Background: an optimization exercise with open tools, aiming at small area, a short achievable clock period and few clock cycles. Do not read the settings as production practice. In this exercise RTL edits were held to simulation tests only and were not proved equivalent to the original. Power is estimated from default activity; no workload was simulated.

==> inputs of run a <==
// chichi_engine
module chichi_engine (
    input  wire        clk,
    input  wire        rst,
    input  wire        bus_valid,
    input  wire        bus_we,
    input  wire [5:0]  bus_addr,
    input  wire [3:0]  bus_size,
    input  wire [63:0] bus_wdata,
    output wire [63:0] bus_rdata
);
    localparam [7:0] OP_NOP    = 8'h00, OP_LOAD  = 8'h01, OP_EXTR = 8'h02,
                     OP_GETB   = 8'h03, OP_SETB  = 8'h04, OP_XOR  = 8'h05,
                     OP_CHI    = 8'h10, OP_CHICHI = 8'h11, OP_LIN = 8'h18,
                     OP_TINJ   = 8'h20, OP_MERGE = 8'h21, OP_RND  = 8'h22,
                     OP_FRND   = 8'h23, OP_DEC   = 8'h24;
    localparam [7:0] E_RANGE        = 8'h01, E_WIDTH_MISMATCH = 8'h02,
                     E_BAD_WSEL     = 8'h04, E_BAD_ROUNDS     = 8'h05,
                     E_ILL_OPCODE   = 8'h10, E_ILL_REG        = 8'h11,
                     E_ILL_RESERVED = 8'h12, E_BUSY_WRITE     = 8'h20,
                     E_BUS_ACCESS   = 8'h21;
    localparam [2:0] A_CFG = 3'd0, A_STATUS = 3'd1, A_CMD = 3'd2,
                     A_DIN = 3'd3, A_DOUT = 3'd4;
    function automatic [39:0] chix40(input [39:0] x, input w40, input cc, input en);
        integer i;
  ...
export LEC_CHECK = 0
export CAP_MARGIN = 20
export CORE_MARGIN = 2
export CORE_UTILIZATION = 38
export PLACE_DENSITY = 0.58
export SETUP_SLACK_MARGIN = 3.25
export SLEW_MARGIN = 20
create_clock -name core_clock -period 6.0 [get_ports {clk}]
standard.sh (not shown) runs the stock make flow with config.mk's settings and CLKGATE_MAP_FILE= SYNTH_SCRIPT=/design/flow/synth_recipe.tcl, a recipe that flattens the netlist after the stock synthesis.
==> flow/flow/run.sh <==
#!/bin/bash
# Own layout flow: the standard ORFS flow (standard.sh, all steps from
# synthesis to finish) with a config that also marks slow wide OR/NOR cells
# don't-use (see flow/dont_use.txt), so that synthesis maps the bus decode
# with faster gates. Everything else, including the clock period, SDC, the
# synthesis script and the power grid, is the standard flow's.
set -euo pipefail
cd "$(dirname "$0")/.."
cp config.mk config_own.mk
printf 'export DONT_USE_CELLS = %s\n' "$(tr '\n' ' ' < flow/dont_use.txt)" >> config_own.mk
sed "s|DESIGN_CONFIG=[^ ]*|DESIGN_CONFIG=$PWD/config_own.mk|" standard.sh > standard_own.sh
bash standard_own.sh finish > flow_make.log 2>&1
test -s out/final.def
==> flow/flow/dont_use.txt <==
sky130_fd_sc_hd__or4_1
sky130_fd_sc_hd__or4_2
sky130_fd_sc_hd__or4_4
sky130_fd_sc_hd__or4b_1
sky130_fd_sc_hd__or4b_2
sky130_fd_sc_hd__or4b_4
sky130_fd_sc_hd__or4bb_1
sky130_fd_sc_hd__or4bb_2
sky130_fd_sc_hd__or4bb_4
sky130_fd_sc_hd__or3_1
sky130_fd_sc_hd__or3_2
sky130_fd_sc_hd__or3_4
sky130_fd_sc_hd__or3b_1
sky130_fd_sc_hd__or3b_2
sky130_fd_sc_hd__or3b_4
sky130_fd_sc_hd__nor4_1
sky130_fd_sc_hd__nor4_2
sky130_fd_sc_hd__nor4_4
sky130_fd_sc_hd__nor4b_1
sky130_fd_sc_hd__nor4b_2
sky130_fd_sc_hd__nor4b_4
sky130_fd_sc_hd__nor4bb_1
sky130_fd_sc_hd__nor4bb_2
sky130_fd_sc_hd__nor4bb_4
sky130_fd_sc_hd__clkdlybuf4s15_1
sky130_fd_sc_hd__clkdlybuf4s15_2
sky130_fd_sc_hd__clkdlybuf4s18_1
sky130_fd_sc_hd__clkdlybuf4s18_2
sky130_fd_sc_hd__clkdlybuf4s25_1
sky130_fd_sc_hd__clkdlybuf4s25_2
sky130_fd_sc_hd__clkdlybuf4s50_1
sky130_fd_sc_hd__clkdlybuf4s50_2
sky130_fd_sc_hd__dlygate4sd1_1
sky130_fd_sc_hd__dlygate4sd2_1
sky130_fd_sc_hd__dlygate4sd3_1
sky130_fd_sc_hd__dlymetal6s2s_1
sky130_fd_sc_hd__dlymetal6s4s_1
sky130_fd_sc_hd__dlymetal6s6s_1
==> run b (differences from run a) <==
--- a/flow/design.v
+++ b/flow/design.v
@@ -98,11 +98,10 @@
     reg [5:0]  errcode_q;            
     reg [31:0] errinfo_q;            
     reg        pend_q;               
     reg        zpend_q;              
     reg        first_q;              
-    reg        exec_q;               
     reg        derr_q;               
     reg [5:0]  dcode_q;              
     reg        single_q;             
     reg [1:0]  vsel_q;               
     reg [6:0]  ra_q, rl_q;
@@ -115,11 +114,11 @@
     reg        f3_q;                             
     reg        cap_q;                            
     reg        rot_q;                            
     reg [3:0]  rr_q;                             
     reg        rsetb_q;
-    reg        m_cc_q, m_en_q, m_tcc_q;
+    reg        m_cc_q, m_en1_q, m_en2_q, m_ent_q, m_tcc_q;    
     reg        xop_q;                
     reg        xrun_q;               
     reg        rsx_q;                
     reg        rwt_q;                
     reg        rchk_q;               
@@ -228,11 +227,11 @@
     wire n_full = n_rnd || (n_dec && !rounds_one);     
     wire n_rot = n_setb || ((n_extr || n_getb) && n_a != 7'd0 && (n_getb || n_l != 7'd0));
     wire [1:0] n_rr = n_setb ? n_rd[1:0] : n_rs[1:0];
     wire fast_dec = cmd_take && n_dec && (nw[15:14] == 2'd0) && !nw[31] &&
                     !rounds_one && !zpend_q;
-    wire exec    = exec_q && !derr_q;                
+    wire exec    = first_q && !derr_q;               
     wire rnd_now = (exec && k1_q) || (drun_q && !dlast_q);
     wire fin_now = (exec && f3_q) || (drun_q && dlast_q);
     wire rot_now = rrun_q;
     wire [6:0] rs_n  = rr_q[3] ? 7'd64 : w_n;
     wire [7:0] r_end = {1'b0, ra_q} + {1'b0, rl_q};
@@ -251,15 +250,15 @@
             2'd1: vrs = {24'd0, x2_q};
             2'd2: vrs = {24'd0, x_q};
             default: vrs = t_q;
         endcase
     end
-    wire [39:0] c1  = chix40(x1_q, wsel_q, m_cc_q, m_en_q);
+    wire [39:0] c1  = chix40(x1_q, wsel_q, m_cc_q, m_en1_q);
     wire [39:0] ln1 = lin40w(c1, wsel_q);
-    wire [39:0] c2  = chix40(x2_q, wsel_q, m_cc_q, m_en_q);
+    wire [39:0] c2  = chix40(x2_q, wsel_q, m_cc_q, m_en2_q);
     wire [39:0] ln2 = lin40w(c2, wsel_q);
-    wire [63:0] ct  = chix64(t_q, m_tcc_q, m_en_q);
+    wire [63:0] ct  = chix64(t_q, m_tcc_q, m_ent_q);
     wire [63:0] tn  = lin64(ct);
     wire [39:0] r_x1 = rotx(x1_q, wsel_q, wrapv ? rv_q : x1_q[0]);
     wire [39:0] r_x2 = rotx(x2_q, wsel_q, wrapv ? rv_q : x2_q[0]);
     wire [39:0] r_x  = rotx(x_q,  wsel_q, wrapv ? rv_q : x_q[0]);
     wire [63:0] r_t  = {wrapv ? rv_q : t_q[0], t_q[63:1]};
@@ -304,12 +303,12 @@
     wire s3_sw  = exec && xop_q;
     wire s3_rot = rot_now && rr_q[2];
     wire s3_h   = !(s3_din || s3_x || s3_m || s3_c || s3_l2 || s3_sw || s3_rot);
     wire [39:0] x_cold = ({40{s3_l2}} & ln2) | ({40{s3_c}} & c2) | ({40{s3_din}} & din_q[39:0]) |
                          ({40{s3_rot}} & r_x) | ({40{s3_sw}} & x2_q) |
-                         (({40{s3_x || s3_h}} & x_q) ^ ({40{s3_m}} & x1_q) ^
-                          ({40{s3_x || s3_m}} & vrs[39:0]));
+                         ({40{s3_h}} & x_q) |
+                         (({40{s3_x}} & x_q | {40{s3_m}} & x1_q) ^ ({40{s3_x || s3_m}} & vrs[39:0]));
     wire [39:0] x_nxt = hot_3 ? (ln1 ^ ln2) : clr_x ? 40'd0 : x_cold;
     wire st_din = exec && ldt_q;
     wire st_z   = exec && zt_q;
     wire st_c   = exec && ct_q;
     wire st_rot = rot_now && rr_q[3];
@@ -332,15 +331,16 @@
             rounds_q <= 8'd3;
             err_q    <= 1'b0;
             pend_q   <= 1'b0;
             zpend_q  <= 1'b0;
             first_q  <= 1'b0;
-            exec_q   <= 1'b0;
             drun_q   <= 1'b0;
             rrun_q   <= 1'b0;
             m_cc_q   <= 1'b1;
-            m_en_q   <= 1'b1;
+            m_en1_q  <= 1'b1;
+            m_en2_q  <= 1'b1;
+            m_ent_q  <= 1'b1;
             m_tcc_q  <= 1'b0;
             xrun_q   <= 1'b0;
             rchk_q   <= 1'b0;
             rwt_q    <= 1'b0;
         end else begin
@@ -362,17 +362,18 @@
             if (info_en)
                 errinfo_q <= info_sel;
             if (pend_q) begin
                 pend_q  <= pend_next;
                 first_q <= 1'b0;
-                exec_q  <= 1'b0;
                 xrun_q  <= exec && xop_q;
                 rwt_q   <= exec && rot_q;
                 rchk_q  <= rwt_q;
                 if (!(exec && xop_q)) begin
                     m_cc_q  <= 1'b1;
-                    m_en_q  <= 1'b1;
+                    m_en1_q <= 1'b1;
+                    m_en2_q <= 1'b1;
+                    m_ent_q <= 1'b1;
                     m_tcc_q <= 1'b0;
                 end
                 if (first_q && derr_q && !h_err) begin
                     err_q     <= 1'b1;
                     errcode_q <= dcode_q;
@@ -405,13 +406,14 @@
                 end
             end
             if (cmd_take) begin
                 pend_q   <= 1'b1;
                 first_q  <= !fast_dec;
-                exec_q   <= !fast_dec;
                 m_cc_q   <= !(n_chi || n_lin);
-                m_en_q   <= !n_lin;
+                m_en1_q  <= !(n_lin && n_t0);
+                m_en2_q  <= !(n_lin && (n_t1 || n_t2));
+                m_ent_q  <= !(n_lin && n_t3);
                 m_tcc_q  <= n_cc;
                 if (fast_dec)
                     drun_q <= 1'b1;
             end
             if (!pend_q) begin
Settings changed: PLACE_DENSITY 0.58 to 0.64.
==> summary of the runs <==
Run a finished with timing, DRC and antenna clean. Run b passed the timing, DRC and antenna checks. Between run b and run a, the lower first-iteration DRC count is in run a (gap about 16%, measured against run a). In clock power, run a and run b hardly differ. Against run b, the area after synthesis of run a is lower by about 3.3%. Against run b, the worst hold slack of run a is worse by 0.00077 ns. Against run b, the critical path depth of run a is lower by 3. In run a the core utilization is higher than in run b, by 0.71 points.
==> figures <==
quantity                                                                   run b                   run a
Run status                                              timing/DRC/antenna clean  timing/DRC/antenna clean
Xor-xnor portion of the synthesized cell area                              15.9%                   17.7%
Combinational group share of total power                                   29.6%                    5.2%
Area of the core                                                      0.0986 mm2              0.0952 mm2
WP data arrival                                                          3.45 ns                 3.40 ns
Hold Startpoint                                           dout_q[0]$_SDFFE_PP0P_  dout_q[2]$_SDFFE_PP0P_
Startpoint of the lowest-slack register-to-register path    m_en1_q$_SDFFE_PP1P_     m_en_q$_SDFFE_PP1P_
Area taken by multi-input logic gates                                 0.0267 mm2              0.0258 mm2
Storage element area                                                  0.0115 mm2              0.0114 mm2
Cell area after placement                                             0.0390 mm2              0.0379 mm2
Worst setup slack after placement                                        1.64 ns                 1.73 ns
Via Count                                                                  41700                   39700
Diode insertion count for antenna repair                                       9                       8
Instance count of the mapped netlist                                        4370                    4364
Testbench counts of run a, summed over its fixed seeds: cycles 48,016.
Testbench counts of run b, summed over its fixed seeds: cycles 48,016.

## re-timing with driven ports
The results above use ideal ports. As a check the final layouts listed here were re-extracted and re-timed, cells and wires unchanged.
Step 1: set_driving_cell puts a clkbuf_16 on clk and a buf_2 on each other input, an assumption about the parent block.
Step 2 adds t to the input delays and takes it off the output delays; t is the mean of the earliest and latest rising clock arrival at the registers after step 1. Input paths then give back, and output paths get back, about the clock's delay inside the block.
Three values: no drivers, after step 1, after step 2; two values: the first two.
run	t (ns)	slack for setup (ns)	worst register clock-pin slew, ns	worst slew at a driven data input, ns	pins driven straight from the clock port
run a	0.748	3.154 / 3.154 / 2.523	0.07 / 0.07	0.07	1
run b	0.750	3.067 / 3.067 / 2.476	0.07 / 0.07	0.08	1
After both steps setup and hold are still met in every run listed. The setup slack of run a, which loses most, moves by 0.000 ns with the drivers and by -0.631 ns with both steps.
